Source: an optimization exercise on an open RTL-to-GDS flow (aim: small area, a short achievable clock period and few clock cycles per item). Production flows keep margins and buffers that such runs may drop. At most, simulation tests tie the RTL to the original design; equivalence was not proved. No functional check of the RTL was part of runs 1 and 2.

==> design/flow/flow/run.sh <==
#!/bin/bash
# The standard layout (standard.sh), with three changes to how the layout
# is made (constraints untouched):
#  - synthesis runs Yosys's synth with -noabc, so the full adders written in
#    the RTL reach extract_fa without the polarity changes abc -fast makes;
#  - ports are buffered with sky130_fd_sc_hd__buf_1;
#  - repair_timing over-fixes setup by the margin in flow/margin.txt.
set -o pipefail
export SETUP_SLACK_MARGIN=$(cat flow/margin.txt)
export BUFFER_PORTS_ARGS="-buffer_cell sky130_fd_sc_hd__buf_1"
bash standard.sh SYNTH_ARGS=-noabc finish > standard.log 2>&1
==> design/flow/flow/margin.txt <==
34
==> design/flow/standard.sh <==
#!/bin/bash
# synth_recipe.tcl (not shown) runs the flow's synth.tcl, then flattens the netlist and writes it again
# the make line also repeats each setting of config.mk as NAME=value (left out here)
make -C /OpenROAD-flow-scripts/flow DESIGN_CONFIG=/design/flow/config.mk WORK_HOME=/design/flow/orfs CLKGATE_MAP_FILE= SYNTH_SCRIPT=/design/flow/synth_recipe.tcl "${@:-finish}"
==> design/flow/config.mk <==
export PLATFORM = sky130hd
export DESIGN_NAME = hdu_top
export DESIGN_NICKNAME = hdu_top
export VERILOG_FILES = /design/flow/design.v
export SDC_FILE = /design/flow/constraint.sdc
export NUM_CORES = 4
export LEC_CHECK = 0
export ABC_AREA = 1
export ABC_CLOCK_PERIOD_IN_PS = 9000
export CAP_MARGIN = 20
export CORE_MARGIN = 2
export CORE_UTILIZATION = 40
export SLEW_MARGIN = 20
==> design/flow/constraint.sdc <==
create_clock -name core_clock -period 44.0 [get_ports {clk}]
set_input_delay 8.8000 -clock core_clock [delete_from_list [all_inputs] [get_ports {clk}]]
set_output_delay 8.8000 -clock core_clock [all_outputs]
set_load 0.01 [all_outputs]
==> design/flow/design.v <==
module hdu_popcount32 (
    input  wire [31:0] v,
    output wire [5:0]  w,
    output wire [31:0] t,
    output wire [3:0]  a,
    output wire [3:0]  b
);
    wire f1_s = v[23] ^ v[28] ^ v[8];
    wire f1_c = (v[23] & v[28]) | (v[23] & v[8]) | (v[28] & v[8]);
    wire f2_s = v[19] ^ v[24] ^ v[4];
    wire f2_c = (v[19] & v[24]) | (v[19] & v[4]) | (v[24] & v[4]);
    wire f3_s = v[12] ^ v[16] ^ v[20];
    wire f3_c = (v[12] & v[16]) | (v[12] & v[20]) | (v[16] & v[20]);
    wire f4_s = v[3] ^ v[5] ^ v[7];
    wire f4_c = (v[3] & v[5]) | (v[3] & v[7]) | (v[5] & v[7]);
    wire f5_s = v[15] ^ v[27] ^ v[2];
    wire f5_c = (v[15] & v[27]) | (v[15] & v[2]) | (v[27] & v[2]);
    wire f6_s = v[0] ^ v[11] ^ v[18];
    wire f6_c = (v[0] & v[11]) | (v[0] & v[18]) | (v[11] & v[18]);
    wire f7_s = v[21] ^ v[22] ^ v[29];
    wire f7_c = (v[21] & v[22]) | (v[21] & v[29]) | (v[22] & v[29]);
    wire f8_s = v[1] ^ v[25] ^ v[26];
    wire f8_c = (v[1] & v[25]) | (v[1] & v[26]) | (v[25] & v[26]);
    wire f9_s = v[17] ^ v[30] ^ v[9];
    wire f9_c = (v[17] & v[30]) | (v[17] & v[9]) | (v[30] & v[9]);
    wire f10_s = v[13] ^ v[14] ^ v[6];
    wire f10_c = (v[13] & v[14]) | (v[13] & v[6]) | (v[14] & v[6]);
    wire f11_s = v[11] ^ v[24] ^ v[7];
    wire f11_c = (v[11] & v[24]) | (v[11] & v[7]) | (v[24] & v[7]);
    wire f12_s = v[0] ^ v[1] ^ v[8];
    wire f12_c = (v[0] & v[1]) | (v[0] & v[8]) | (v[1] & v[8]);
    wire f13_s = f3_s ^ f9_s ^ v[10];
    wire f13_c = (f3_s & f9_s) | (f3_s & v[10]) | (f9_s & v[10]);
    wire f14_s = f2_s ^ v[15] ^ v[20];
    wire f14_c = (f2_s & v[15]) | (f2_s & v[20]) | (v[15] & v[20]);
    wire f15_s = f1_s ^ v[12] ^ v[27];
    wire f15_c = (f1_s & v[12]) | (f1_s & v[27]) | (v[12] & v[27]);
    wire f16_s = f2_c ^ f3_c ^ f4_c;
    wire f16_c = (f2_c & f3_c) | (f2_c & f4_c) | (f3_c & f4_c);
    wire f17_s = f13_c ^ f1_c ^ f9_c;
    wire f17_c = (f13_c & f1_c) | (f13_c & f9_c) | (f1_c & f9_c);
    wire f18_s = v[31] ^ f1_s ^ f2_s;
    wire f18_c = (v[31] & f1_s) | (v[31] & f2_s) | (f1_s & f2_s);
    wire f19_s = f4_s ^ f5_s ^ f6_s;
    wire f19_c = (f4_s & f5_s) | (f4_s & f6_s) | (f5_s & f6_s);
    wire f20_s = f7_s ^ f8_s ^ f10_s;
    wire f20_c = (f7_s & f8_s) | (f7_s & f10_s) | (f8_s & f10_s);
    wire f21_s = f13_s ^ f18_s ^ f19_s;
    wire f21_c = (f13_s & f18_s) | (f13_s & f19_s) | (f18_s & f19_s);
    wire h22_s = f20_s ^ f21_s;
    wire h22_c = f20_s & f21_s;
    wire f23_s = f5_c ^ f6_c ^ f7_c;
    wire f23_c = (f5_c & f6_c) | (f5_c & f7_c) | (f6_c & f7_c);
    wire f24_s = f8_c ^ f10_c ^ f16_s;
    wire f24_c = (f8_c & f10_c) | (f8_c & f16_s) | (f10_c & f16_s);
    wire f25_s = f17_s ^ f18_c ^ f19_c;
    wire f25_c = (f17_s & f18_c) | (f17_s & f19_c) | (f18_c & f19_c);
    wire f26_s = f20_c ^ f21_c ^ h22_c;
    wire f26_c = (f20_c & f21_c) | (f20_c & h22_c) | (f21_c & h22_c);
    wire f27_s = f23_s ^ f24_s ^ f25_s;
    wire f27_c = (f23_s & f24_s) | (f23_s & f25_s) | (f24_s & f25_s);
    wire h28_s = f26_s ^ f27_s;
    wire h28_c = f26_s & f27_s;
    wire f29_s = f16_c ^ f17_c ^ f23_c;
    wire f29_c = (f16_c & f17_c) | (f16_c & f23_c) | (f17_c & f23_c);
    wire f30_s = f24_c ^ f25_c ^ f26_c;
    wire f30_c = (f24_c & f25_c) | (f24_c & f26_c) | (f25_c & f26_c);
    wire f31_s = f27_c ^ h28_c ^ f29_s;
    wire f31_c = (f27_c & h28_c) | (f27_c & f29_s) | (h28_c & f29_s);
    wire h32_s = f30_s ^ f31_s;
    wire h32_c = f30_s & f31_s;
    wire f33_s = f29_c ^ f30_c ^ f31_c;
    wire f33_c = (f29_c & f30_c) | (f29_c & f31_c) | (f30_c & f31_c);
    wire h34_s = h32_c ^ f33_s;
    wire h34_c = h32_c & f33_s;
    wire h35_s = f33_c ^ h34_c;
    wire h35_c = f33_c & h34_c;
    wire f36_s = v[0] ^ v[7] ^ v[14];
    wire f36_c = (v[0] & v[7]) | (v[0] & v[14]) | (v[7] & v[14]);
    wire f37_s = f2_s ^ f8_s ^ f15_s;
    wire f37_c = (f2_s & f8_s) | (f2_s & f15_s) | (f8_s & f15_s);
    wire h38_s = f36_s ^ f37_s;
    wire h38_c = f36_s & f37_s;
    wire f39_s = f1_c ^ f2_c ^ f8_c;
    wire f39_c = (f1_c & f2_c) | (f1_c & f8_c) | (f2_c & f8_c);
    wire f40_s = f15_c ^ f36_c ^ f37_c;
    wire f40_c = (f15_c & f36_c) | (f15_c & f37_c) | (f36_c & f37_c);
    wire f41_s = h38_c ^ f39_s ^ f40_s;
    wire f41_c = (h38_c & f39_s) | (h38_c & f40_s) | (f39_s & f40_s);
    wire f42_s = f39_c ^ f40_c ^ f41_c;
    wire f42_c = (f39_c & f40_c) | (f39_c & f41_c) | (f40_c & f41_c);
    wire f43_s = v[0] ^ v[3] ^ v[10];
    wire f43_c = (v[0] & v[3]) | (v[0] & v[10]) | (v[3] & v[10]);
    wire f44_s = f1_s ^ f7_s ^ f14_s;
    wire f44_c = (f1_s & f7_s) | (f1_s & f14_s) | (f7_s & f14_s);
    wire h45_s = f43_s ^ f44_s;
    wire h45_c = f43_s & f44_s;
    wire f46_s = f1_c ^ f2_c ^ f7_c;
    wire f46_c = (f1_c & f2_c) | (f1_c & f7_c) | (f2_c & f7_c);
    wire f47_s = f14_c ^ f43_c ^ f44_c;
    wire f47_c = (f14_c & f43_c) | (f14_c & f44_c) | (f43_c & f44_c);
    wire f48_s = h45_c ^ f46_s ^ f47_s;
    wire f48_c = (h45_c & f46_s) | (h45_c & f47_s) | (f46_s & f47_s);
    wire f49_s = f46_c ^ f47_c ^ f48_c;
    wire f49_c = (f46_c & f47_c) | (f46_c & f48_c) | (f47_c & f48_c);
    wire f50_s = v[6] ^ v[16] ^ v[17];
    wire f50_c = (v[6] & v[16]) | (v[6] & v[17]) | (v[16] & v[17]);
    wire f51_s = v[25] ^ v[28] ^ f6_s;
    wire f51_c = (v[25] & v[28]) | (v[25] & f6_s) | (v[28] & f6_s);
    wire f52_s = f14_s ^ f50_s ^ f51_s;
    wire f52_c = (f14_s & f50_s) | (f14_s & f51_s) | (f50_s & f51_s);
    wire f53_s = f2_c ^ f6_c ^ f14_c;
    wire f53_c = (f2_c & f6_c) | (f2_c & f14_c) | (f6_c & f14_c);
    wire f54_s = f50_c ^ f51_c ^ f52_c;
    wire f54_c = (f50_c & f51_c) | (f50_c & f52_c) | (f51_c & f52_c);
    wire h55_s = f53_s ^ f54_s;
    wire h55_c = f53_s & f54_s;
    wire f56_s = f53_c ^ f54_c ^ h55_c;
    wire f56_c = (f53_c & f54_c) | (f53_c & h55_c) | (f54_c & h55_c);
    wire f57_s = v[0] ^ v[13] ^ v[14];
    wire f57_c = (v[0] & v[13]) | (v[0] & v[14]) | (v[13] & v[14]);
    wire f58_s = v[21] ^ v[28] ^ f3_s;
    wire f58_c = (v[21] & v[28]) | (v[21] & f3_s) | (v[28] & f3_s);
    wire f59_s = f5_s ^ f11_s ^ f57_s;
    wire f59_c = (f5_s & f11_s) | (f5_s & f57_s) | (f11_s & f57_s);
    wire h60_s = f58_s ^ f59_s;
    wire h60_c = f58_s & f59_s;
    wire f61_s = f3_c ^ f5_c ^ f11_c;
    wire f61_c = (f3_c & f5_c) | (f3_c & f11_c) | (f5_c & f11_c);
    wire f62_s = f57_c ^ f58_c ^ f59_c;
    wire f62_c = (f57_c & f58_c) | (f57_c & f59_c) | (f58_c & f59_c);
    wire f63_s = h60_c ^ f61_s ^ f62_s;
    wire f63_c = (h60_c & f61_s) | (h60_c & f62_s) | (f61_s & f62_s);
    wire f64_s = f61_c ^ f62_c ^ f63_c;
    wire f64_c = (f61_c & f62_c) | (f61_c & f63_c) | (f62_c & f63_c);
    wire f65_s = v[3] ^ f1_s ^ f11_s;
    wire f65_c = (v[3] & f1_s) | (v[3] & f11_s) | (f1_s & f11_s);
    wire h66_s = f13_s ^ f65_s;
    wire h66_c = f13_s & f65_s;
    wire f67_s = f3_c ^ f11_c ^ f17_s;
    wire f67_c = (f3_c & f11_c) | (f3_c & f17_s) | (f11_c & f17_s);
    wire f68_s = f65_c ^ h66_c ^ f67_s;
    wire f68_c = (f65_c & h66_c) | (f65_c & f67_s) | (h66_c & f67_s);
    wire f69_s = f17_c ^ f67_c ^ f68_c;
    wire f69_c = (f17_c & f67_c) | (f17_c & f68_c) | (f67_c & f68_c);
    wire f70_s = v[6] ^ v[8] ^ v[13];
    wire f70_c = (v[6] & v[8]) | (v[6] & v[13]) | (v[8] & v[13]);
    wire f71_s = v[26] ^ f2_s ^ f3_s;
    wire f71_c = (v[26] & f2_s) | (v[26] & f3_s) | (f2_s & f3_s);
    wire f72_s = f4_s ^ f70_s ^ f71_s;
    wire f72_c = (f4_s & f70_s) | (f4_s & f71_s) | (f70_s & f71_s);
    wire f73_s = f16_s ^ f70_c ^ f71_c;
    wire f73_c = (f16_s & f70_c) | (f16_s & f71_c) | (f70_c & f71_c);
    wire h74_s = f72_c ^ f73_s;
    wire h74_c = f72_c & f73_s;
    wire f75_s = f16_c ^ f73_c ^ h74_c;
    wire f75_c = (f16_c & f73_c) | (f16_c & h74_c) | (f73_c & h74_c);
    wire f76_s = v[3] ^ v[4] ^ v[9];
    wire f76_c = (v[3] & v[4]) | (v[3] & v[9]) | (v[4] & v[9]);
    wire f77_s = v[22] ^ f3_s ^ f5_s;
    wire f77_c = (v[22] & f3_s) | (v[22] & f5_s) | (f3_s & f5_s);
    wire f78_s = f12_s ^ f76_s ^ f77_s;
    wire f78_c = (f12_s & f76_s) | (f12_s & f77_s) | (f76_s & f77_s);
    wire f79_s = f3_c ^ f5_c ^ f12_c;
    wire f79_c = (f3_c & f5_c) | (f3_c & f12_c) | (f5_c & f12_c);
    wire f80_s = f76_c ^ f77_c ^ f78_c;
    wire f80_c = (f76_c & f77_c) | (f76_c & f78_c) | (f77_c & f78_c);
    wire h81_s = f79_s ^ f80_s;
    wire h81_c = f79_s & f80_s;
    wire f82_s = f79_c ^ f80_c ^ h81_c;
    wire f82_c = (f79_c & f80_c) | (f79_c & h81_c) | (f80_c & h81_c);
    wire f83_s = v[4] ^ v[5] ^ v[16];
    wire f83_c = (v[4] & v[5]) | (v[4] & v[16]) | (v[5] & v[16]);
    wire f84_s = v[29] ^ v[30] ^ f6_s;
    wire f84_c = (v[29] & v[30]) | (v[29] & f6_s) | (v[30] & f6_s);
    wire f85_s = f15_s ^ f83_s ^ f84_s;
    wire f85_c = (f15_s & f83_s) | (f15_s & f84_s) | (f83_s & f84_s);
    wire f86_s = f1_c ^ f6_c ^ f15_c;
    wire f86_c = (f1_c & f6_c) | (f1_c & f15_c) | (f6_c & f15_c);
    wire f87_s = f83_c ^ f84_c ^ f85_c;
    wire f87_c = (f83_c & f84_c) | (f83_c & f85_c) | (f84_c & f85_c);
    wire h88_s = f86_s ^ f87_s;
    wire h88_c = f86_s & f87_s;
    wire f89_s = f86_c ^ f87_c ^ h88_c;
    wire f89_c = (f86_c & f87_c) | (f86_c & h88_c) | (f87_c & h88_c);
    wire f90_s = v[2] ^ v[11] ^ f4_s;
    wire f90_c = (v[2] & v[11]) | (v[2] & f4_s) | (v[11] & f4_s);
    wire h91_s = f12_s ^ f90_s;
    wire h91_c = f12_s & f90_s;
    wire f92_s = f4_c ^ f12_c ^ f90_c;
    wire f92_c = (f4_c & f12_c) | (f4_c & f90_c) | (f12_c & f90_c);
    wire h93_s = h91_c ^ f92_s;
    wire h93_c = h91_c & f92_s;
    wire h94_s = f92_c ^ h93_c;
    wire h94_c = f92_c & h93_c;
    wire f95_s = v[4] ^ v[9] ^ v[10];
    wire f95_c = (v[4] & v[9]) | (v[4] & v[10]) | (v[9] & v[10]);
    wire f96_s = v[12] ^ f10_s ^ f95_s;
    wire f96_c = (v[12] & f10_s) | (v[12] & f95_s) | (f10_s & f95_s);
    wire f97_s = f10_c ^ f95_c ^ f96_c;
    wire f97_c = (f10_c & f95_c) | (f10_c & f96_c) | (f95_c & f96_c);
    assign w = {h35_c, h35_s, h34_s, h32_s, h28_s, h22_s};
    assign t = {f89_c, f89_s, h88_s, f85_s, f82_c, f82_s, h81_s, f78_s, f75_c, f75_s, h74_s, f72_s, f69_c, f69_s, f68_s, h66_s, f64_c, f64_s, f63_s, h60_s, f56_c, f56_s, h55_s, f52_s, f49_c, f49_s, f48_s, h45_s, f42_c, f42_s, f41_s, h38_s};
    assign a = {h94_c, h94_s, h93_s, h91_s};
    assign b = {1'b0, f97_c, f97_s, f96_s};
endmodule
module hdu_top (
    input  wire        clk,
    input  wire        rst,         
    input  wire        in_valid,
    output wire        in_ready,
    input  wire [31:0] in_cmd,
    input  wire [31:0] in_opa,
    input  wire [31:0] in_opb,
    output reg         out_valid,
    output wire [31:0] out_result,
    output wire [31:0] out_status
);
    localparam [2:0] OP_HD  = 3'd1;
    localparam [2:0] OP_CFG = 3'd2;
    localparam [2:0] OP_ENC = 3'd3;
    localparam [2:0] OP_DEC = 3'd4;
    localparam [2:0] C_ILLEGAL   = 3'd1;
    localparam [2:0] C_BAD_MOD   = 3'd2;
    localparam [2:0] C_BAD_THR   = 3'd3;
    localparam [2:0] C_NOT_CFG   = 3'd4;
    localparam [2:0] C_SYM_RANGE = 3'd5;
    assign in_ready = 1'b1;
    reg        s1_valid;
    reg        s1_ok;           
    reg [2:0]  s1_op;           
    reg [31:0] s1_x;            
    reg [5:0]  s1_b;            
    reg        s1_bz;           
    wire hd_sel = (in_cmd[3:0] == 4'd1);
    always @(posedge clk) begin
        if (rst) s1_valid <= 1'b0;
        else     s1_valid <= in_valid;
        s1_ok <= (in_cmd[31:3] == 29'd0);
        s1_op <= in_cmd[2:0];
        s1_x  <= in_opa ^ (in_opb & {32{hd_sel}});
        s1_b  <= in_opb[5:0];
        s1_bz <= (in_opb[31:6] == 26'd0);
    end
    reg        cfg_valid;
    reg        cfg_mod;
    reg [5:0]  cfg_thresh;
    reg        hit;
    reg        fault;
    reg [2:0]  cause;
    reg [5:0]  result;
    reg [2:0]  enc_sym;
    reg        enc_p, enc_n, enc_b0, enc_b1;
    wire [30:6] res_hi;
    assign out_result = {1'b0, res_hi, result};
    assign out_status = {fault, 12'd0, cause, 2'd0, cfg_thresh, 5'd0,
                         cfg_mod, cfg_valid, hit};
    localparam [7:0] G6 = 8'hdb;
    assign res_hi[6] = (G6[enc_sym] ? enc_p : enc_n) | enc_b1;
    localparam [7:0] G7 = 8'hc6;
    assign res_hi[7] = (G7[enc_sym] ? enc_p : enc_n) | enc_b0;
    localparam [7:0] G8 = 8'h0c;
    assign res_hi[8] = (G8[enc_sym] ? enc_p : enc_n) | enc_b0;
    localparam [7:0] G9 = 8'haf;
    assign res_hi[9] = (G9[enc_sym] ? enc_p : enc_n) | enc_b1;
    localparam [7:0] G10 = 8'hed;
    assign res_hi[10] = (G10[enc_sym] ? enc_p : enc_n) | enc_b1;
    localparam [7:0] G11 = 8'h63;
    assign res_hi[11] = (G11[enc_sym] ? enc_p : enc_n) | enc_b0;
    localparam [7:0] G12 = 8'h06;
    assign res_hi[12] = (G12[enc_sym] ? enc_p : enc_n) | enc_b1;
    localparam [7:0] G13 = 8'hd7;
    assign res_hi[13] = (G13[enc_sym] ? enc_p : enc_n) | enc_b1;
    localparam [7:0] G14 = 8'hf6;
    assign res_hi[14] = (G14[enc_sym] ? enc_p : enc_n) | enc_b1;
    localparam [7:0] G15 = 8'hb1;
    assign res_hi[15] = (G15[enc_sym] ? enc_p : enc_n);
    localparam [7:0] G16 = 8'h03;
    assign res_hi[16] = (G16[enc_sym] ? enc_p : enc_n);
    localparam [7:0] G17 = 8'heb;
    assign res_hi[17] = (G17[enc_sym] ? enc_p : enc_n);
    localparam [7:0] G18 = 8'h7b;
    assign res_hi[18] = (G18[enc_sym] ? enc_p : enc_n);
    localparam [7:0] G19 = 8'hd8;
    assign res_hi[19] = (G19[enc_sym] ? enc_p : enc_n);
    localparam [7:0] G20 = 8'h81;
    assign res_hi[20] = (G20[enc_sym] ? enc_p : enc_n);
    localparam [7:0] G21 = 8'hf5;
    assign res_hi[21] = (G21[enc_sym] ? enc_p : enc_n);
    localparam [7:0] G22 = 8'hbd;
    assign res_hi[22] = (G22[enc_sym] ? enc_p : enc_n);
    localparam [7:0] G23 = 8'h6c;
    assign res_hi[23] = (G23[enc_sym] ? enc_p : enc_n);
    localparam [7:0] G24 = 8'hc0;
    assign res_hi[24] = (G24[enc_sym] ? enc_p : enc_n);
    localparam [7:0] G25 = 8'hfa;
    assign res_hi[25] = (G25[enc_sym] ? enc_p : enc_n);
    localparam [7:0] G26 = 8'hde;
    assign res_hi[26] = (G26[enc_sym] ? enc_p : enc_n);
    localparam [7:0] G27 = 8'h36;
    assign res_hi[27] = (G27[enc_sym] ? enc_p : enc_n);
    localparam [7:0] G28 = 8'h60;
    assign res_hi[28] = (G28[enc_sym] ? enc_p : enc_n);
    localparam [7:0] G29 = 8'h7d;
    assign res_hi[29] = (G29[enc_sym] ? enc_p : enc_n);
    localparam [7:0] G30 = 8'h6f;
    assign res_hi[30] = (G30[enc_sym] ? enc_p : enc_n);
    wire [31:0] c = s1_x;
    wire [5:0]  wc;             
    wire [31:0] t;              
    wire [3:0]  bp0, bp1;       
    hdu_popcount32 u_pc (.v(c), .w(wc), .t(t), .a(bp0), .b(bp1));
    wire [3:0] t0 = t[3:0];
    wire [3:0] t1 = t[7:4];
    wire [3:0] t2 = t[11:8];
    wire [3:0] t3 = t[15:12];
    wire [3:0] t4 = t[19:16];
    wire [3:0] t5 = t[23:20];
    wire [3:0] t6 = t[27:24];
    wire [3:0] t7 = t[31:28];
    wire [7:0] tb0 = {t7[0], t6[0], t5[0], t4[0], t3[0], t2[0], t1[0], t0[0]};
    wire [7:0] tb1 = {t7[1], t6[1], t5[1], t4[1], t3[1], t2[1], t1[1], t0[1]};
    wire [7:0] tb2 = {t7[2], t6[2], t5[2], t4[2], t3[2], t2[2], t1[2], t0[2]};
    wire [7:0] tb3 = {t7[3], t6[3], t5[3], t4[3], t3[3], t2[3], t1[3], t0[3]};
    localparam [7:0] VLSB = 8'b11100100;
    wire [4:0] vmax, vmin;
    wire [7:0] cx4 = 8'hff, cn4 = 8'hff;
    assign vmax[4] = |(cx4 & tb3);
    wire [7:0] cx3 = cx4 & (tb3 | {8{~vmax[4]}});
    assign vmin[4] = ~|(cn4 & ~tb3);
    wire [7:0] cn3 = cn4 & (~tb3 | {8{vmin[4]}});
    assign vmax[3] = |(cx3 & tb2);
    wire [7:0] cx2 = cx3 & (tb2 | {8{~vmax[3]}});
    assign vmin[3] = ~|(cn3 & ~tb2);
    wire [7:0] cn2 = cn3 & (~tb2 | {8{vmin[3]}});
    assign vmax[2] = |(cx2 & tb1);
    wire [7:0] cx1 = cx2 & (tb1 | {8{~vmax[2]}});
    assign vmin[2] = ~|(cn2 & ~tb1);
    wire [7:0] cn1 = cn2 & (~tb1 | {8{vmin[2]}});
    assign vmax[1] = |(cx1 & tb0);
    wire [7:0] cx0 = cx1 & (tb0 | {8{~vmax[1]}});
    assign vmin[1] = ~|(cn1 & ~tb0);
    wire [7:0] cn0 = cn1 & (~tb0 | {8{vmin[1]}});
    assign vmax[0] = |(cx0 & VLSB);
    wire [7:0] cxf = cx0 & (VLSB | {8{~vmax[0]}});
    assign vmin[0] = ~|(cn0 & ~VLSB);
    wire [7:0] cnf = cn0 & (~VLSB | {8{vmin[0]}});
    function [2:0] first1;
        input [7:0] m;
        begin
            casez (m)
                8'b???????1: first1 = 3'd0;
                8'b??????10: first1 = 3'd1;
                8'b?????100: first1 = 3'd2;
                8'b????1000: first1 = 3'd3;
                8'b???10000: first1 = 3'd4;
                8'b??100000: first1 = 3'd5;
                8'b?1000000: first1 = 3'd6;
                default:     first1 = 3'd7;
            endcase
        end
    endfunction
    wire [2:0] kmax = first1(cxf);
    wire [2:0] kmin = first1(cnf);
    wire       bsel = (bp0 <= bp1);
    wire [4:0] vb   = bsel ? {bp1, 1'b1} : {bp0, 1'b0};
    wire [4:0] vsel = cfg_mod ? vmax : vb;
    wire [6:0] hi_l = {1'b0, wc} + (cfg_mod ? 7'd14 : 7'd8);
    wire [6:0] hi_r = {1'b0, cfg_thresh} + {2'b00, vsel};
    wire [6:0] lo_l = {2'b00, vmin} + 7'd17 + {5'd0, c[31], 1'b0};
    wire [6:0] lo_r = {1'b0, cfg_thresh} + {1'b0, wc};
    wire       hit_hi = hi_l <= hi_r;
    wire       hit_lo = cfg_mod && (lo_l <= lo_r);
    wire [6:0] lo_sum = {2'b00, vmin} + {2'b00, vmax} + 7'd3 + {5'd0, c[31], 1'b0};
    wire       lo_w   = lo_sum <= {wc, 1'b0};
    wire       use_lo = hit_lo && lo_w;
    wire       dec_hit = hit_hi || hit_lo;
    wire [3:0] best_i = !cfg_mod ? {3'd0, bsel} : use_lo ? {1'b0, kmin} : {1'b1, kmax};
    wire [4:0] enc_i = {cfg_mod, c[3:0]};
    wire [5:0] enc_lo;
    localparam [31:0] CT0 = 32'hcf305555;
    assign enc_lo[0] = CT0[enc_i];
    localparam [31:0] CT1 = 32'h41be5555;
    assign enc_lo[1] = CT1[enc_i];
    localparam [31:0] CT2 = 32'h48b75555;
    assign enc_lo[2] = CT2[enc_i];
    localparam [31:0] CT3 = 32'h728d5555;
    assign enc_lo[3] = CT3[enc_i];
    localparam [31:0] CT4 = 32'he718aaaa;
    assign enc_lo[4] = CT4[enc_i];
    localparam [31:0] CT5 = 32'ha05f5555;
    assign enc_lo[5] = CT5[enc_i];
    wire is_hd  = s1_ok && s1_op == OP_HD;
    wire is_cfg = s1_ok && s1_op == OP_CFG;
    wire is_enc = s1_ok && s1_op == OP_ENC;
    wire is_dec = s1_ok && s1_op == OP_DEC;
    wire z4 = (c[31:4] == 28'd0);
    wire z1 = z4 && (c[3:1] == 3'd0);
    wire cfg_mod_ok = z1;
    wire cfg_thr_ok = s1_bz && (c[0] ? (!s1_b[5] || s1_b[4:0] == 5'd0)
                                     : (s1_b[5:4] == 2'd0));
    wire enc_sym_ok = cfg_mod ? z4 : z1;
    always @(posedge clk) begin
        if (rst) begin
            cfg_valid  <= 1'b0;
            cfg_mod    <= 1'b0;
            cfg_thresh <= 6'd0;
            result     <= 6'd0;
            enc_sym    <= 3'd0;
            enc_p      <= 1'b0;
            enc_n      <= 1'b0;
            enc_b0     <= 1'b0;
            enc_b1     <= 1'b0;
            hit        <= 1'b0;
            fault      <= 1'b0;
            cause      <= 3'd0;
            out_valid  <= 1'b0;
        end else begin
            out_valid <= s1_valid;
            if (s1_valid && !fault) begin
                if (is_hd) begin
                    result <= wc;
                    enc_p  <= 1'b0;
                    enc_n  <= 1'b0;
                    enc_b0 <= 1'b0;
                    enc_b1 <= 1'b0;
                    hit    <= 1'b0;
                end else if (is_cfg) begin
                    if (!cfg_mod_ok) begin
                        fault <= 1'b1;
                        cause <= C_BAD_MOD;
                    end else if (!cfg_thr_ok) begin
                        fault <= 1'b1;
                        cause <= C_BAD_THR;
                    end else begin
                        cfg_valid  <= 1'b1;
                        cfg_mod    <= c[0];
                        cfg_thresh <= s1_b;
                        result     <= 6'd0;
                        enc_p      <= 1'b0;
                        enc_n      <= 1'b0;
                        enc_b0     <= 1'b0;
                        enc_b1     <= 1'b0;
                        hit        <= 1'b0;
                    end
                end else if (is_enc) begin
                    if (!cfg_valid) begin
                        fault <= 1'b1;
                        cause <= C_NOT_CFG;
                    end else if (!enc_sym_ok) begin
                        fault <= 1'b1;
                        cause <= C_SYM_RANGE;
                    end else begin
                        result  <= enc_lo;
                        enc_sym <= c[2:0];
                        enc_p   <= cfg_mod && !c[3];
                        enc_n   <= cfg_mod && c[3];
                        enc_b0  <= !cfg_mod && !c[0];
                        enc_b1  <= !cfg_mod && c[0];
                        hit     <= 1'b0;
                    end
                end else if (is_dec) begin
                    if (!cfg_valid) begin
                        fault <= 1'b1;
                        cause <= C_NOT_CFG;
                    end else begin
                        result <= dec_hit ? {2'd0, best_i} : 6'd0;
                        enc_p  <= 1'b0;
                        enc_n  <= 1'b0;
                        enc_b0 <= 1'b0;
                        enc_b1 <= 1'b0;
                        hit    <= dec_hit;
                    end
                end else begin
                    fault <= 1'b1;
                    cause <= C_ILLEGAL;
                end
            end
        end
    end
endmodule
==> results of run 1 <==
-- metal layers --
metal	global-route usage, %	vias up
met5	0	-
met3	3.21	45
li1	-	3775
met2	34.1	242
met4	7.10	0
met1	28.3	3467
-- final timing paths --
check | end | slack [ns]
worst max-delay path | out_result[19] | 33.68
worst max register to register | result[0] | 34.67
worst min-delay path | out_valid | 0.44
worst min register to register | out_valid | 0.44
-- metrics by stage --
step | setup WS, ns | hold slack, ns
6_report | 33.68 | 0.441
2_1_floorplan | 34.00 | 0.411
3_5_place_dp | 33.69 | 0.436
5_1_grt | 33.60 | 0.465
3_3_place_gp | 33.68 | 0.423
4_1_cts | 33.68 | 0.446
-- kinds of logic (layout without fill, tap and decap cells) --
family,Yosys count,after routing
xor gates and xnor gates,55,55
adders and majority gates,153,153
DFF,71,71
AOI/OAI and AO/OA,173,173
other,2,21
and+or+nand+nor,439,439
buffers and inverters,188,326
-- state kept, by name, summed over array words and instances (netlist names), 3 cells and up --
signal,flops
cause,3
cfg_thresh,6
enc_sym,3
result,6
s1_b,6
s1_op,3
s1_x,32
-- area by class of cell --
type                    instances  area (um^2)  share of cell area [%]
clock buffers                  10          239                    2.46
clock inverters                 5         82.6                   0.849
inverters                     138          539                    5.55
multi-input cells             841         6250                    64.3
flip-flops and latches         71         1450                    14.9
well taps                     270          338                    3.47
repair buffers                172          813                    8.36
repair inverters                1         7.51                  0.0772
-- worst max-delay path, stage by stage, from the launching register on --
cell     delay, ns
dfxtp_4       0.43
nand2_4       0.08
buf_4         0.13
buf_4         0.12
buf_4         0.13
a31oi_1       0.15
buf_2         0.15
-- repair_timing --
action	in CTS	in global routing
pin swaps	6	8
gates resized for setup	57	53
buffers inserted	14	13
cloned	1	0
endpoints found under the setup margin	26	30
-- cell usage after synthesis (3+ instances only) --
cell / number
a211oi_1: 11
a21oi_1: 48
a22oi_1: 3
a31oi_1: 11
buf_4: 25
buf_6: 5
clkbuf_1: 18
dfxtp_1: 71
fa_1: 87
ha_1: 66
inv_1: 138
nand2_1: 236
nand2_2: 17
nand2_4: 3
nand3_1: 51
nand3_2: 4
nand4_1: 14
nor2_1: 65
nor2_2: 11
nor3_1: 6
nor4_1: 18
o21ai_0: 70
o21ai_1: 6
o21ai_2: 3
o21bai_1: 4
or4_1: 3
xnor2_1: 38
xor2_1: 17
==> summary.txt, run 1 <==
Outcome
  • Status: no timing/DRC/antenna violations

Die
  • Initial Util: 40.8%
  • Die Wd: 148 um
  • Core area: 0.0203 mm^2
  • Row Count: 52
  • Die area: 0.0219 mm^2
  • Io pins: 165
  • Chip Height: 148 um

Timing
  • Final Slew Violations: 0
  • # setup viols final: 0
  • Unrepaired setup endpoints after global routing: yes
  • Relative slew slack: 41.8%
  • Fmax: 96.9 MHz
  • Final period util: 23.5%
  • Final min period: 10.32 ns
  • Worst-margin pin slew: 0.866 ns
  • Final hold vios: 0
  • Worst Skew: 0.00760 ns
  • TNS Setup: 0 ns

Worst setup path
  • Worst Path Arrival: 1.52 ns
  • CP Capture Type: output pin
  • Reg-to-Reg Start: s1_x[8]
  • Setup crit start: enc_sym[1]
  • Worst Setup Start Kind: flop
  • Crit-path max FO: 8
  • Worst EP required: 35.20 ns
  • Setup CP Type: reg2out
  • R2R depth: 51

Logic synthesis
  • Post-synthesis adder-cell area fraction: 31.0%
  • Post-Synthesis Cells: 1,081
  • Top cells by area, synth: fa_1 (21%), dfxtp_1 (17%), nand2_1 (11%)
  • Synth unique cells: 54
  • Proportion of synthesized area in mux cells: 0%
  • Synthesized flop and latch total: 71
  • Async SR Flop Fraction: 0%
  • Synth Area in XOR/XNOR: 5.81%
  • Synth Area in Compound Gates: 12.0%
  • Post-synthesis sequential area ratio: 17.1%
  • Leading register cell type out of synthesis: dfxtp_1
  • Post-synth EDFFs: 0
  • Post-Syn Area per Cell: 7.67 um^2
  • Synth Area in Simple Gates: 23.8%
  • Largest family of logic cells by synthesized area: adder cells
  • Synthesized area: 0.00829 mm^2
  • YS warnings: 1
  • Cell taking the most area after synthesis: fa_1
  • Top-area cell type share of the netlist area: 21.0%

CTS
  • Hold-fix buffers, CTS: 0
  • CTS H-tree depth: 3
  • CTS Buffer Depth: 2
  • Clock root buffer: clkbuf_16
  • CTS tree: yes
  • Worst-Skew Late Latency: 0.33 ns
  • Num Clock Sinks: 71
  • Cts bufs inserted: 9
  • Reg clk slew, reported paths: 0.06 ns

Place
  • Dpl hpwl: 19,300 um
  • Placed cells: 1,465
  • Final GP Congestion: 0.900
  • Placed Area: 0.00894 mm^2
  • Port bufs: 143

Drt
  • Max layer used: met4
  • Met2 wire length: 10,600 um
  • Detail Route met3 WL: 1240 um
  • Metal1 wirelength: 10,400 um
  • Final wirelength: 22,900 um
  • DRT antenna net count: 0
  • DR WL/cell: 15.2 um
  • DR pass1 iterations: 5
  • Vias post-DR: 7,529
  • Routed vias/inst: 4.99
  • Residual DRC: 0
  • Detailed Route Iter0 Violations: 355

Final layout
  • Design area: 0.00972 mm^2
  • Layout cells sized above 1: 13.2%
  • Fillers: 2,018
  • Commonest non-fill, non-tap cell in the layout: nand2_1
  • Util after Layout: 47.9%
  • Most frequent cells in the layout: nand2_1 (229), inv_1 (128), buf_1 (120)
  • Layout overhead on the synthesized area: 17.3%
  • Finished Layout Cells: 1,508
  • Net count, final: 1,486
  • Number of diodes: 0

Global route
  • Pin count of the biggest net entering global routing: 33
  • First-pass GRT wire length: 36,300 um
  • Vias in the first global route: 7,348
  • Initial antenna violation count: 0
  • GRT Total Usage: 20.9%
  • Total global routing overflow: 0

Job
  • Max-Cap Viols: 0

Hold path
  • Cells on Worst Hold Path: 2
  • Hold_sp: s1_valid
  • HP Class: reg2reg
==> run 2, diff against run 1 <==
--- a/design/flow/design.v
+++ b/design/flow/design.v
@@ -248,63 +248,10 @@
     reg        hit;
     reg        fault;
     reg [2:0]  cause;
-    reg [5:0]  result;
-    reg [2:0]  enc_sym;
-    reg        enc_p, enc_n, enc_b0, enc_b1;
-    wire [30:6] res_hi;
-    assign out_result = {1'b0, res_hi, result};
+    reg [30:0] result;          
+    assign out_result = {1'b0, result};
     assign out_status = {fault, 12'd0, cause, 2'd0, cfg_thresh, 5'd0,
                          cfg_mod, cfg_valid, hit};
-    localparam [7:0] G6 = 8'hdb;
-    assign res_hi[6] = (G6[enc_sym] ? enc_p : enc_n) | enc_b1;
-    localparam [7:0] G7 = 8'hc6;
-    assign res_hi[7] = (G7[enc_sym] ? enc_p : enc_n) | enc_b0;
-    localparam [7:0] G8 = 8'h0c;
-    assign res_hi[8] = (G8[enc_sym] ? enc_p : enc_n) | enc_b0;
-    localparam [7:0] G9 = 8'haf;
-    assign res_hi[9] = (G9[enc_sym] ? enc_p : enc_n) | enc_b1;
-    localparam [7:0] G10 = 8'hed;
-    assign res_hi[10] = (G10[enc_sym] ? enc_p : enc_n) | enc_b1;
-    localparam [7:0] G11 = 8'h63;
-    assign res_hi[11] = (G11[enc_sym] ? enc_p : enc_n) | enc_b0;
-    localparam [7:0] G12 = 8'h06;
-    assign res_hi[12] = (G12[enc_sym] ? enc_p : enc_n) | enc_b1;
-    localparam [7:0] G13 = 8'hd7;
-    assign res_hi[13] = (G13[enc_sym] ? enc_p : enc_n) | enc_b1;
-    localparam [7:0] G14 = 8'hf6;
-    assign res_hi[14] = (G14[enc_sym] ? enc_p : enc_n) | enc_b1;
-    localparam [7:0] G15 = 8'hb1;
-    assign res_hi[15] = (G15[enc_sym] ? enc_p : enc_n);
-    localparam [7:0] G16 = 8'h03;
-    assign res_hi[16] = (G16[enc_sym] ? enc_p : enc_n);
-    localparam [7:0] G17 = 8'heb;
-    assign res_hi[17] = (G17[enc_sym] ? enc_p : enc_n);
-    localparam [7:0] G18 = 8'h7b;
-    assign res_hi[18] = (G18[enc_sym] ? enc_p : enc_n);
-    localparam [7:0] G19 = 8'hd8;
-    assign res_hi[19] = (G19[enc_sym] ? enc_p : enc_n);
-    localparam [7:0] G20 = 8'h81;
-    assign res_hi[20] = (G20[enc_sym] ? enc_p : enc_n);
-    localparam [7:0] G21 = 8'hf5;
-    assign res_hi[21] = (G21[enc_sym] ? enc_p : enc_n);
-    localparam [7:0] G22 = 8'hbd;
-    assign res_hi[22] = (G22[enc_sym] ? enc_p : enc_n);
-    localparam [7:0] G23 = 8'h6c;
-    assign res_hi[23] = (G23[enc_sym] ? enc_p : enc_n);
-    localparam [7:0] G24 = 8'hc0;
-    assign res_hi[24] = (G24[enc_sym] ? enc_p : enc_n);
-    localparam [7:0] G25 = 8'hfa;
-    assign res_hi[25] = (G25[enc_sym] ? enc_p : enc_n);
-    localparam [7:0] G26 = 8'hde;
-    assign res_hi[26] = (G26[enc_sym] ? enc_p : enc_n);
-    localparam [7:0] G27 = 8'h36;
-    assign res_hi[27] = (G27[enc_sym] ? enc_p : enc_n);
-    localparam [7:0] G28 = 8'h60;
-    assign res_hi[28] = (G28[enc_sym] ? enc_p : enc_n);
-    localparam [7:0] G29 = 8'h7d;
-    assign res_hi[29] = (G29[enc_sym] ? enc_p : enc_n);
-    localparam [7:0] G30 = 8'h6f;
-    assign res_hi[30] = (G30[enc_sym] ? enc_p : enc_n);
     wire [31:0] c = s1_x;
     wire [5:0]  wc;             
     wire [31:0] t;              
@@ -376,20 +323,70 @@
     wire       use_lo = hit_lo && lo_w;
     wire       dec_hit = hit_hi || hit_lo;
     wire [3:0] best_i = !cfg_mod ? {3'd0, bsel} : use_lo ? {1'b0, kmin} : {1'b1, kmax};
-    wire [4:0] enc_i = {cfg_mod, c[3:0]};
-    wire [5:0] enc_lo;
+    wire [4:0]  enc_i = {cfg_mod, c[3:0]};
+    wire [30:0] enc_chip;
     localparam [31:0] CT0 = 32'hcf305555;
-    assign enc_lo[0] = CT0[enc_i];
+    assign enc_chip[0] = CT0[enc_i];
     localparam [31:0] CT1 = 32'h41be5555;
-    assign enc_lo[1] = CT1[enc_i];
+    assign enc_chip[1] = CT1[enc_i];
     localparam [31:0] CT2 = 32'h48b75555;
-    assign enc_lo[2] = CT2[enc_i];
+    assign enc_chip[2] = CT2[enc_i];
     localparam [31:0] CT3 = 32'h728d5555;
-    assign enc_lo[3] = CT3[enc_i];
+    assign enc_chip[3] = CT3[enc_i];
     localparam [31:0] CT4 = 32'he718aaaa;
-    assign enc_lo[4] = CT4[enc_i];
+    assign enc_chip[4] = CT4[enc_i];
     localparam [31:0] CT5 = 32'ha05f5555;
-    assign enc_lo[5] = CT5[enc_i];
+    assign enc_chip[5] = CT5[enc_i];
+    localparam [31:0] CT6 = 32'h24dbaaaa;
+    assign enc_chip[6] = CT6[enc_i];
+    localparam [31:0] CT7 = 32'h39c65555;
+    assign enc_chip[7] = CT7[enc_i];
+    localparam [31:0] CT8 = 32'hf30c5555;
+    assign enc_chip[8] = CT8[enc_i];
+    localparam [31:0] CT9 = 32'h50afaaaa;
+    assign enc_chip[9] = CT9[enc_i];
+    localparam [31:0] CT10 = 32'h12edaaaa;
+    assign enc_chip[10] = CT10[enc_i];
+    localparam [31:0] CT11 = 32'h9c635555;
+    assign enc_chip[11] = CT11[enc_i];
+    localparam [31:0] CT12 = 32'hf906aaaa;
+    assign enc_chip[12] = CT12[enc_i];
+    localparam [31:0] CT13 = 32'h28d7aaaa;
+    assign enc_chip[13] = CT13[enc_i];
+    localparam [31:0] CT14 = 32'h09f6aaaa;
+    assign enc_chip[14] = CT14[enc_i];
+    localparam [31:0] CT15 = 32'h4eb10000;
+    assign enc_chip[15] = CT15[enc_i];
+    localparam [31:0] CT16 = 32'hfc030000;
+    assign enc_chip[16] = CT16[enc_i];
+    localparam [31:0] CT17 = 32'h14eb0000;
+    assign enc_chip[17] = CT17[enc_i];
+    localparam [31:0] CT18 = 32'h847b0000;
+    assign enc_chip[18] = CT18[enc_i];
+    localparam [31:0] CT19 = 32'h27d80000;
+    assign enc_chip[19] = CT19[enc_i];
+    localparam [31:0] CT20 = 32'h7e810000;
+    assign enc_chip[20] = CT20[enc_i];
+    localparam [31:0] CT21 = 32'h0af50000;
+    assign enc_chip[21] = CT21[enc_i];
+    localparam [31:0] CT22 = 32'h42bd0000;
+    assign enc_chip[22] = CT22[enc_i];
+    localparam [31:0] CT23 = 32'h936c0000;
+    assign enc_chip[23] = CT23[enc_i];
+    localparam [31:0] CT24 = 32'h3fc00000;
+    assign enc_chip[24] = CT24[enc_i];
+    localparam [31:0] CT25 = 32'h05fa0000;
+    assign enc_chip[25] = CT25[enc_i];
+    localparam [31:0] CT26 = 32'h21de0000;
+    assign enc_chip[26] = CT26[enc_i];
+    localparam [31:0] CT27 = 32'hc9360000;
+    assign enc_chip[27] = CT27[enc_i];
+    localparam [31:0] CT28 = 32'h9f600000;
+    assign enc_chip[28] = CT28[enc_i];
+    localparam [31:0] CT29 = 32'h827d0000;
+    assign enc_chip[29] = CT29[enc_i];
+    localparam [31:0] CT30 = 32'h906f0000;
+    assign enc_chip[30] = CT30[enc_i];
     wire is_hd  = s1_ok && s1_op == OP_HD;
     wire is_cfg = s1_ok && s1_op == OP_CFG;
     wire is_enc = s1_ok && s1_op == OP_ENC;
@@ -405,12 +402,7 @@
             cfg_valid  <= 1'b0;
             cfg_mod    <= 1'b0;
             cfg_thresh <= 6'd0;
-            result     <= 6'd0;
-            enc_sym    <= 3'd0;
-            enc_p      <= 1'b0;
-            enc_n      <= 1'b0;
-            enc_b0     <= 1'b0;
-            enc_b1     <= 1'b0;
+            result     <= 31'd0;
             hit        <= 1'b0;
             fault      <= 1'b0;
             cause      <= 3'd0;
@@ -419,11 +411,7 @@
             out_valid <= s1_valid;
             if (s1_valid && !fault) begin
                 if (is_hd) begin
-                    result <= wc;
-                    enc_p  <= 1'b0;
-                    enc_n  <= 1'b0;
-                    enc_b0 <= 1'b0;
-                    enc_b1 <= 1'b0;
+                    result <= {25'd0, wc};
                     hit    <= 1'b0;
                 end else if (is_cfg) begin
                     if (!cfg_mod_ok) begin
@@ -436,11 +424,7 @@
                         cfg_valid  <= 1'b1;
                         cfg_mod    <= c[0];
                         cfg_thresh <= s1_b;
-                        result     <= 6'd0;
-                        enc_p      <= 1'b0;
-                        enc_n      <= 1'b0;
-                        enc_b0     <= 1'b0;
-                        enc_b1     <= 1'b0;
+                        result     <= 31'd0;
                         hit        <= 1'b0;
                     end
                 end else if (is_enc) begin
@@ -451,12 +435,7 @@
                         fault <= 1'b1;
                         cause <= C_SYM_RANGE;
                     end else begin
-                        result  <= enc_lo;
-                        enc_sym <= c[2:0];
-                        enc_p   <= cfg_mod && !c[3];
-                        enc_n   <= cfg_mod && c[3];
-                        enc_b0  <= !cfg_mod && !c[0];
-                        enc_b1  <= !cfg_mod && c[0];
+                        result  <= enc_chip;
                         hit     <= 1'b0;
                     end
                 end else if (is_dec) begin
@@ -464,11 +443,7 @@
                         fault <= 1'b1;
                         cause <= C_NOT_CFG;
                     end else begin
-                        result <= dec_hit ? {2'd0, best_i} : 6'd0;
-                        enc_p  <= 1'b0;
-                        enc_n  <= 1'b0;
-                        enc_b0 <= 1'b0;
-                        enc_b1 <= 1'b0;
+                        result <= dec_hit ? {27'd0, best_i} : 31'd0;
                         hit    <= dec_hit;
                     end
                 end else begin
==> summary.txt, run 2 <==
Worst setup path
  • R2R Setup Slk: 34.68 ns
  • Setup CP Type: reg2out
  • Worst Path Arrival: 1.06 ns
  • CP Capture Type: output pin
  • CP peak stage delay: 0.52 ns
  • Reg-to-Reg Start: s1_x[4]
  • Worst EP required: 35.20 ns
  • Worst Setup EP: out_status[10]
  • Sequence of cells on the critical path: buf_1
  • CP max stage cell: dfxtp_1
  • Crit-path leading delay family: flip-flops
  • Stages on the worst setup path: 1
  • R2R depth: 50
  • Worst Setup Start Kind: flop
  • Critical path buffer and inverter count: 1
  • Reg-to-reg endpoint: result[1]
  • Crit-path max FO: 4
  • Setup crit start: cfg_thresh[2]

Die
  • Chip Height: 153 um
  • Die Wd: 153 um
  • Core area: 0.0218 mm^2
  • Row Count: 54
  • Die area: 0.0233 mm^2
  • Io pins: 165
  • Initial Util: 40.7%

Hold path
  • HP Class: reg2reg
  • Cells on Worst Hold Path: 2

Global route
  • Busiest grt layer: met2
  • GR Util met3: 2.50%
  • Initial antenna violation count: 0
  • GRT Total Usage: 21.1%
  • Vias in the first global route: 7,795
  • Met1 Track Usage GR: 29.9%
  • First-pass GRT wire length: 39,800 um
  • Met2 Use GR: 34.1%
  • Pin count of the biggest net entering global routing: 42
  • Total global routing overflow: 0

Logic synthesis
  • Top cells by area, synth: dfxtp_1 (20%), fa_1 (20%), nand2_1 (11%)
  • Top-area cell type share of the netlist area: 20.1%
  • Synth unique cells: 46
  • Post-synth EDFFs: 0
  • Most common cell in the netlist: nand2_1
  • Proportion of synthesized area in mux cells: 0%
  • Post-synthesis sequential area ratio: 20.1%
  • Synth Area in XOR/XNOR: 5.84%
  • Largest family of logic cells by synthesized area: adder cells
  • Top cells by count, synth: nand2_1 (257), inv_1 (133), nor2_1 (96)
  • Synthesized flop and latch total: 89
  • Synth Area in Compound Gates: 10.7%
  • Post-synthesis adder-cell area fraction: 29.0%
  • Synth Area in Simple Gates: 24.8%
  • Leading register cell type out of synthesis: dfxtp_1
  • Post-Synthesis Cells: 1,166
  • Post-Syn Area per Cell: 7.59 um^2
  • Synthesized area: 0.00885 mm^2
  • Cell taking the most area after synthesis: dfxtp_1
  • YS warnings: 1
  • Async SR Flop Fraction: 0%

CTS
  • Worst-Skew Late Latency: 0.35 ns
  • Clock root buffer: clkbuf_16
  • CTS H-tree depth: 3
  • Reg clk slew, reported paths: 0.07 ns
  • Hold-fix buffers, CTS: 0
  • CTS tree: yes
  • CTS Buffer Depth: 2
  • Cts bufs inserted: 9
  • Num Clock Sinks: 89

Final layout
  • Fillers: 2,250
  • Number of diodes: 0
  • Layout overhead on the synthesized area: 12.3%
  • Most frequent cells in the layout: nand2_1 (257), buf_1 (143), inv_1 (132)
  • Net count, final: 1,547
  • Largest reg by FF count: s1_x
  • Layout cells sized above 1: 5.54%
  • Largest regs: s1_x (32), result (31)
  • Commonest non-fill, non-tap cell in the layout: nand2_1
  • Finished Layout Cells: 1,580
  • Max reg flops: 32

Timing
  • Final Slew Violations: 0
  • TNS Setup: 0 ns
  • Fmax: 101 MHz
  • Worst Skew: 0.0120 ns
  • Unrepaired setup endpoints after global routing: no
  • Worst-margin pin slew: 0.971 ns
  • Final period util: 22.4%
  • Final hold vios: 0
  • Relative slew slack: 35.2%
  • # setup viols final: 0
  • Final min period: 9.86 ns

Place
  • Placed cells: 1,562
  • Final GP Congestion: 0.877
  • Dpl hpwl: 20,300 um
  • Port bufs: 143

Drt
  • Detailed Route Iter0 Violations: 505
  • Routed vias/inst: 5.06
  • Residual DRC: 0
  • DR pass1 iterations: 5
  • DRT antenna net count: 0
  • Vias post-DR: 7,998
  • Final wirelength: 24,200 um
  • DR WL/cell: 15.3 um

Job
  • Max-Cap Viols: 0

Outcome
  • Status: no timing/DRC/antenna violations
-- run 2: worst min path at each step --
stage	start	end
6_report	s1_valid	out_valid
3_5_place_dp	s1_valid	out_valid
5_1_grt	result[24]	result[24]
3_3_place_gp	cause[0]	cause[0]
2_1_floorplan	s1_valid	out_valid
4_1_cts	s1_valid	out_valid
-- run 2: metal layers --
layer / vias to the layer above / wire, um
met3: 29 / 1420
li1: 4000 / -
met1: 3671 / 11400
met5: - / 0
met4: 0 / 453
met2: 298 / 10900
-- run 2: cells by family (layout without fill, tap and decap cells) --
| logic type | Yosys count | in the layout |
|---|---|---|
| AND/OR/NAND/NOR | 502 | 502 |
| buffers and inverters | 189 | 304 |
| AO/OA/AOI/OAI | 172 | 172 |
| adder cells (fa/ha/maj) | 153 | 153 |
| flip-flops | 89 | 89 |
| XOR/XNOR | 59 | 59 |
| other | 2 | 21 |
-- run 2: cell type report --
cell class	count	area (um^2)	share of cell area [%]
multi-input cells	907	6360	64.0
inverters	137	514	5.18
flip-flops and latches	89	1790	18.0
repair buffers	151	597	6.01
clock buffers	12	246	2.48
well taps	280	350	3.53
clock inverters	4	76.3	0.768
-- run 2: through the flow --
step	util (%)	hold slack (ns)	instance area, um^2	setup WS (ns)
after floorplan	-	0.411	8920	34.06
after global placement	43.9	0.436	9540	34.09
after detailed placement	43.9	0.445	9540	34.02
after CTS	45.3	0.456	9870	34.03
after global routing	45.7	0.485	9930	34.00
final	45.7	0.443	9930	34.14
-- run 2: repair_timing --
| item | in CTS | in global routing |
|---|---|---|
| buffers inserted | 0 | 2 |
| resized for setup | 0 | 21 |
| endpoints found under the setup margin | 0 | 5 |
==> run 3, diff against run 2 <==
--- a/design/flow/design.v
+++ b/design/flow/design.v
@@ -312,14 +312,12 @@
     wire       bsel = (bp0 <= bp1);
     wire [4:0] vb   = bsel ? {bp1, 1'b1} : {bp0, 1'b0};
     wire [4:0] vsel = cfg_mod ? vmax : vb;
-    wire [6:0] hi_l = {1'b0, wc} + (cfg_mod ? 7'd14 : 7'd8);
-    wire [6:0] hi_r = {1'b0, cfg_thresh} + {2'b00, vsel};
-    wire [6:0] lo_l = {2'b00, vmin} + 7'd17 + {5'd0, c[31], 1'b0};
-    wire [6:0] lo_r = {1'b0, cfg_thresh} + {1'b0, wc};
-    wire       hit_hi = hi_l <= hi_r;
-    wire       hit_lo = cfg_mod && (lo_l <= lo_r);
-    wire [6:0] lo_sum = {2'b00, vmin} + {2'b00, vmax} + 7'd3 + {5'd0, c[31], 1'b0};
-    wire       lo_w   = lo_sum <= {wc, 1'b0};
+    wire [7:0] dh = {2'b00, cfg_thresh} + {3'b000, vsel} - {2'b00, wc} - (cfg_mod ? 8'd14 : 8'd8);
+    wire [7:0] dl = {2'b00, cfg_thresh} + {2'b00, wc} - {3'b000, vmin} - 8'd17 - {6'd0, c[31], 1'b0};
+    wire [7:0] dw = {1'b0, wc, 1'b0} - {3'b000, vmin} - {3'b000, vmax} - 8'd3 - {6'd0, c[31], 1'b0};
+    wire       hit_hi = !dh[7];
+    wire       hit_lo = cfg_mod && !dl[7];
+    wire       lo_w   = !dw[7];
     wire       use_lo = hit_lo && lo_w;
     wire       dec_hit = hit_hi || hit_lo;
     wire [3:0] best_i = !cfg_mod ? {3'd0, bsel} : use_lo ? {1'b0, kmin} : {1'b1, kmax};
--- a/design/flow/config.mk
+++ b/design/flow/config.mk
@@ -9,5 +9,5 @@
 export ABC_CLOCK_PERIOD_IN_PS = 9000
 export CAP_MARGIN = 20
 export CORE_MARGIN = 2
-export CORE_UTILIZATION = 40
+export CORE_UTILIZATION = 65
 export SLEW_MARGIN = 20
==> summary.txt, run 3 <==
CTS
  • Post-CTS Setup Bufs: 0
  • CTS Buffer Depth: 2
  • CTS H-tree depth: 3
  • CTS tree: yes
  • Num Clock Sinks: 89
  • Clock root buffer: clkbuf_16
  • Worst-Skew Late Latency: 0.36 ns
  • Cts bufs inserted: 9
  • Reg clk slew, reported paths: 0.07 ns

Die
  • Initial Util: 65.9%
  • Die Wd: 119 um
  • Core area: 0.0131 mm^2
  • Die area: 0.0142 mm^2
  • Row Count: 42
  • Chip Height: 119 um
  • Io pins: 165

Logic synthesis
  • Post-Synthesis Cells: 1,092
  • Post-synthesis sequential area ratio: 20.7%
  • Leading register cell type out of synthesis: dfxtp_1
  • Post-Syn Area per Cell: 7.90 um^2
  • Synthesized flop and latch total: 89
  • Async SR Flop Fraction: 0%
  • Cell taking the most area after synthesis: fa_1
  • YS warnings: 1
  • Most common cell in the netlist: nand2_1
  • Post-synth EDFFs: 0
  • Synth unique cells: 46
  • Top cells by area, synth: fa_1 (23%), dfxtp_1 (21%), nand2_1 (10%)
  • Top-area cell type share of the netlist area: 22.7%
  • Synthesized area: 0.00862 mm^2
  • Top cells by count, synth: nand2_1 (230), inv_1 (139), fa_1 (98)

Timing
  • # setup viols final: 0
  • Final min period: 9.90 ns
  • Worst-margin pin slew: 1.03 ns
  • Unrepaired setup endpoints after global routing: no
  • Relative slew slack: 31.5%
  • Hold slack final: 0.438 ns
  • Final period util: 22.5%
  • Worst Skew: 0.0111 ns
  • Final Slew Violations: 0
  • TNS Setup: 0 ns
  • Final hold vios: 0
  • Fmax: 101 MHz

Worst setup path
  • CP Capture Type: output pin
  • R2R Setup Slk: 35.17 ns
  • Worst Path Arrival: 1.10 ns
  • Reg-to-Reg Start: s1_x[0]
  • CP peak stage delay: 0.55 ns
  • Reg-to-reg endpoint: result[3]
  • Sequence of cells on the critical path: buf_1
  • R2R depth: 43
  • Critical path buffer and inverter count: 1
  • Worst EP required: 35.20 ns
  • Crit-path max FO: 15
  • Setup CP Type: reg2out
  • Crit-path leading delay family: flip-flops
  • CP max stage cell: dfxtp_2
  • Worst Setup Start Kind: flop

Final layout
  • Fillers: 1,050
  • Finished Layout Cells: 1,395
  • Most frequent cells in the layout: nand2_1 (230), buf_1 (143), inv_1 (139)
  • Largest reg by FF count: s1_x
  • Net count, final: 1,468
  • Max reg flops: 32
  • Layout overhead on the synthesized area: 9.78%
  • Commonest non-fill, non-tap cell in the layout: nand2_1
  • Util after Layout: 72.4%
  • Layout cells sized above 1: 5.25%
  • Largest regs: s1_x (32), result (31)
  • Number of diodes: 0

Drt
  • DRT antenna net count: 0
  • Final wirelength: 22,100 um
  • Vias post-DR: 7,518
  • Routed vias/inst: 5.39
  • Detailed Route Iter0 Violations: 667
  • DR pass1 iterations: 6
  • Residual DRC: 0
  • DR WL/cell: 15.9 um

Global route
  • GR Util met3: 5.89%
  • Total global routing overflow: 0
  • GRT Total Usage: 32.7%
  • Vias in the first global route: 7,187
  • Met2 Use GR: 52.2%
  • Met1 Track Usage GR: 46.7%
  • Busiest grt layer: met2
  • Pin count of the biggest net entering global routing: 46
  • Initial antenna violation count: 0
  • First-pass GRT wire length: 36,400 um

Outcome
  • Status: no timing/DRC/antenna violations

Hold path
  • Worst hold endpoint: out_valid
  • Cells on Worst Hold Path: 2
  • Hold_sp: s1_valid
  • HP Class: reg2reg

Place
  • Dpl hpwl: 18,400 um
  • Final GP Congestion: 0.973
  • Port bufs: 143
  • Placed cells: 1,378

Job
  • Max-Cap Viols: 0
==> run 3: cell types whose count changed in the layout (fill, tap and decap cells not counted), moves of 7 or more <==
| cell | change |
|---|---|
| fa_1 | +15 |
| ha_1 | -9 |
| inv_1 | +7 |
| nand2_1 | -27 |
| nand4_1 | -8 |
| nor2_1 | -17 |
| xor2_1 | -13 |
==> run 3: per-stage QoR <==
step,instance area (um^2),setup slack [ns]
after floorplan,8700,34.06
after global placement,9150,34.15
after detailed placement,9150,34.10
after CTS,9440,34.10
after global routing,9470,34.06
final,9470,34.10
==> run 3: layer usage <==
layer  vias up  share of wire (%)
met4         0                1.4
met1      3468                 45
met2       315                 46
met5         -                  0
li1       3703                  -
met3        32                8.3
==> run 3: how the worst max path moves through the flow <==
stage / from / endpoint / slack [ns] / cells after the start
3_3_place_gp: rst / result[0] / 34.15 / 5
3_5_place_dp: in_cmd[3] / s1_x[25] / 34.10 / 5
4_1_cts: cfg_mod / out_status[2] / 34.10 / 1
5_1_grt: cfg_mod / out_status[2] / 34.06 / 1
6_report: cfg_mod / out_status[2] / 34.10 / 1
2_1_floorplan: in_cmd[3] / s1_x[10] / 34.06 / 4
==> run 3: cells by family after synthesis <==
group | count (synthesis) | share of synthesized area (%)
AND/OR/NAND/NOR | 448 | 23.5
buffers and inverters | 197 | 10.1
AO/OA/AOI/OAI | 159 | 10.4
adder cells (fa/ha/maj) | 155 | 31.0
flip-flops | 89 | 20.7
XOR/XNOR | 42 | 4.27
other | 2 | 0.0871
==> run 3: cell type report <==
type | instances | area [um^2] | share of cell area, %
Tap cell | 176 | 220 | 2.33
Timing Repair Buffer | 147 | 587 | 6.20
Clock inverter | 7 | 61.3 | 0.648
Inverter | 142 | 533 | 5.63
Clock buffer | 9 | 225 | 2.38
Multi-Input combinational cell | 825 | 6060 | 64.0
Sequential cell | 89 | 1780 | 18.8
==> run 3: timing repair <==
item / 4_1_cts / 5_1_grt
gates resized for setup: 1 / 0
endpoints found under the hold margin: 0 / 0
hold buffers: 0 / 0
endpoints found under the setup margin: 1 / 0
Testbench counts of run 3, summed over its fixed seeds: cycles 16,016, items 16,000.
==> run 4, diff against run 3 <==
--- a/design/flow/config.mk
+++ b/design/flow/config.mk
@@ -9,5 +9,5 @@
 export ABC_CLOCK_PERIOD_IN_PS = 9000
 export CAP_MARGIN = 20
 export CORE_MARGIN = 2
-export CORE_UTILIZATION = 65
+export CORE_UTILIZATION = 40
 export SLEW_MARGIN = 20
==> summary.txt, run 4 <==
Place
  • Dpl hpwl: 19,300 um
  • Placed Area: 0.00930 mm^2
  • Port bufs: 143
  • Placed cells: 1,481
  • Setup WS pre-CTS: 34.06 ns
  • Final GP Congestion: 0.901

Die
  • Die Wd: 151 um
  • Chip Height: 151 um
  • Io pins: 165
  • Initial Util: 40.9%
  • Row Count: 53
  • Die area: 0.0228 mm^2
  • Core area: 0.0211 mm^2

Timing
  • Final min period: 9.78 ns
  • Unrepaired setup endpoints after global routing: no
  • TNS Setup: 0 ns
  • Final period util: 22.2%
  • Worst Skew: 0.00854 ns
  • Fmax: 102 MHz
  • Worst-margin pin slew: 0.958 ns
  • Setup ws final: 34.22 ns
  • # setup viols final: 0
  • Final Slew Violations: 0
  • Relative slew slack: 36.1%
  • Final hold vios: 0

Global route
  • Vias in the first global route: 7,198
  • Total global routing overflow: 0
  • Initial antenna violation count: 0
  • First-pass GRT wire length: 36,500 um
  • GRT Total Usage: 20.7%
  • Pin count of the biggest net entering global routing: 44

CTS
  • Post-CTS Setup Bufs: 0
  • Hold-fix buffers, CTS: 0
  • Cts bufs inserted: 9
  • Clock root buffer: clkbuf_16
  • Num Clock Sinks: 89
  • Post-CTS sizing: 0
  • Worst-Skew Late Latency: 0.35 ns
  • Reg clk slew, reported paths: 0.07 ns
  • CTS H-tree depth: 3
  • CTS Buffer Depth: 2
  • CTS tree: yes

Logic synthesis
  • Top cells by count, synth: nand2_1 (230), inv_1 (139), fa_1 (98)
  • Synthesized area: 0.00862 mm^2
  • Synthesized flop and latch total: 89
  • Leading register cell type out of synthesis: dfxtp_1
  • Top cells by area, synth: fa_1 (23%), dfxtp_1 (21%), nand2_1 (10%)
  • YS warnings: 1
  • Post-synthesis sequential area ratio: 20.7%
  • Cell taking the most area after synthesis: fa_1
  • Post-synth EDFFs: 0
  • Top-area cell type share of the netlist area: 22.7%
  • Post-Synthesis Cells: 1,092
  • Most common cell in the netlist: nand2_1
  • Async SR Flop Fraction: 0%
  • Synth unique cells: 46
  • Post-Syn Area per Cell: 7.90 um^2

Worst setup path
  • Stages on the worst setup path: 1
  • Crit-path max FO: 4
  • R2R Setup Slk: 35.17 ns
  • Reg-to-Reg Start: s1_x[4]
  • Worst Setup Start Kind: flop
  • Crit-path leading delay family: flip-flops
  • R2R depth: 42
  • Setup CP Type: reg2out
  • Critical path buffer and inverter count: 1
  • Worst Path Arrival: 0.98 ns
  • CP peak stage delay: 0.43 ns
  • Reg-to-reg endpoint: result[1]
  • CP max stage cell: dfxtp_1
  • Worst EP required: 35.20 ns
  • CP Capture Type: output pin
  • Sequence of cells on the critical path: buf_1

Drt
  • DR pass1 iterations: 5
  • Detailed Route Iter0 Violations: 461
  • Residual DRC: 0
  • Final wirelength: 22,700 um
  • Routed vias/inst: 4.90
  • DRT antenna net count: 0
  • Vias post-DR: 7,332
  • DR WL/cell: 15.1 um

Final layout
  • Layout cells sized above 1: 5.40%
  • Fillers: 2,187
  • Most frequent cells in the layout: nand2_1 (230), buf_1 (143), inv_1 (139)
  • Max reg flops: 32
  • Net count, final: 1,471
  • Finished Layout Cells: 1,497
  • Commonest non-fill, non-tap cell in the layout: nand2_1
  • Largest regs: s1_x (32), result (31)
  • Largest reg by FF count: s1_x
  • Layout overhead on the synthesized area: 11.4%
  • Design area: 0.00961 mm^2
  • Number of diodes: 0

Hold path
  • Hold_sp: s1_valid
  • Cells on Worst Hold Path: 2
  • HP Class: reg2reg
  • Worst hold endpoint: out_valid

Job
  • Max-Cap Viols: 0

Outcome
  • Status: no timing/DRC/antenna violations
run 4: changes by cell type in the layout (fill, tap and decap cells not counted):
cell       delta
buf_16        -1
buf_4         +4
bufinv_16     +1
clkbuf_1      +1
clkinv_4      -1
inv_8         -1
run 4: cell families (layout without fill, tap and decap cells):
| group | after synthesis | count (layout) | share of synthesized area [%] |
|---|---|---|---|
| AOI/OAI and AO/OA | 159 | 159 | 10.4 |
| xor gates and xnor gates | 42 | 42 | 4.27 |
| adders and majority gates | 155 | 155 | 31.0 |
| buffers and inverters | 197 | 308 | 10.1 |
| DFF | 89 | 89 | 20.7 |
| other | 2 | 21 | 0.0871 |
| and+or+nand+nor | 448 | 448 | 23.5 |
run 4: layout make-up:
cell class	instances	area, um^2	area share, %
Timing Repair Buffer	150	589	6.13
Clock inverter	6	71.3	0.742
Multi-Input combinational cell	825	6060	63.1
Inverter	142	533	5.55
Clock buffer	10	229	2.38
Sequential cell	89	1780	18.6
Tap cell	275	344	3.58
run 4: worst max-delay path by stage:
stage	slack, ns	end	startpoint
4_1_cts	34.19	out_status[9]	cfg_thresh[1]
6_report	34.22	out_status[9]	cfg_thresh[1]
5_1_grt	34.15	out_status[9]	cfg_thresh[1]
3_3_place_gp	34.12	result[0]	rst
2_1_floorplan	34.06	s1_x[10]	in_cmd[3]
3_5_place_dp	34.06	cfg_thresh[5]	rst
run 4: stage by stage:
stage / hold slack, ns / util (%)
after floorplan: 0.411 / -
after global placement: 0.422 / 44.1
after detailed placement: 0.440 / 44.1
after CTS: 0.450 / 45.5
after global routing: 0.476 / 45.6
final: 0.446 / 45.6
run 4: layer usage:
layer / vias to the layer above / share of wire [%] / track usage [%]
met5: - / 0 / 0
met4: 0 / 1.6 / 5.84
met3: 23 / 5.5 / 2.98
met2: 243 / 46 / 34.0
met1: 3353 / 47 / 28.7
li1: 3713 / - / -

## static timing again, ports no longer ideal
The flow's constraints put no driver on any port. The routed layouts listed below were extracted and timed again, unchanged, in two steps. Step 1 sets driving cells, clkbuf_16 on the clock port and buf_2 on the other inputs (assumed; they add their load-dependent delay and slew). Step 2 also shifts input and output timing later by t, the mid clock arrival at the registers, as if the neighbouring blocks saw the same clock. a / b / c = ideal / step 1 / step 2; a / b = the first two.
run | t, ns | slack for setup (ns) | latest minus earliest clock arrival (ns)
run 1 | 0.373 | 33.681 / 33.638 / 33.844 | 0.007 / 0.007
run 2 | 0.387 | 34.136 / 34.092 / 34.027 | 0.012 / 0.012
run 3 | 0.394 | 34.096 / 34.054 / 34.041 | 0.011 / 0.011
run 4 | 0.390 | 34.222 / 34.177 / 34.037 | 0.009 / 0.009
After both steps setup and hold are still met in every run listed. For run 4, which loses most, drivers alone change the setup slack by -0.045 ns; drivers and shift together by -0.185 ns.
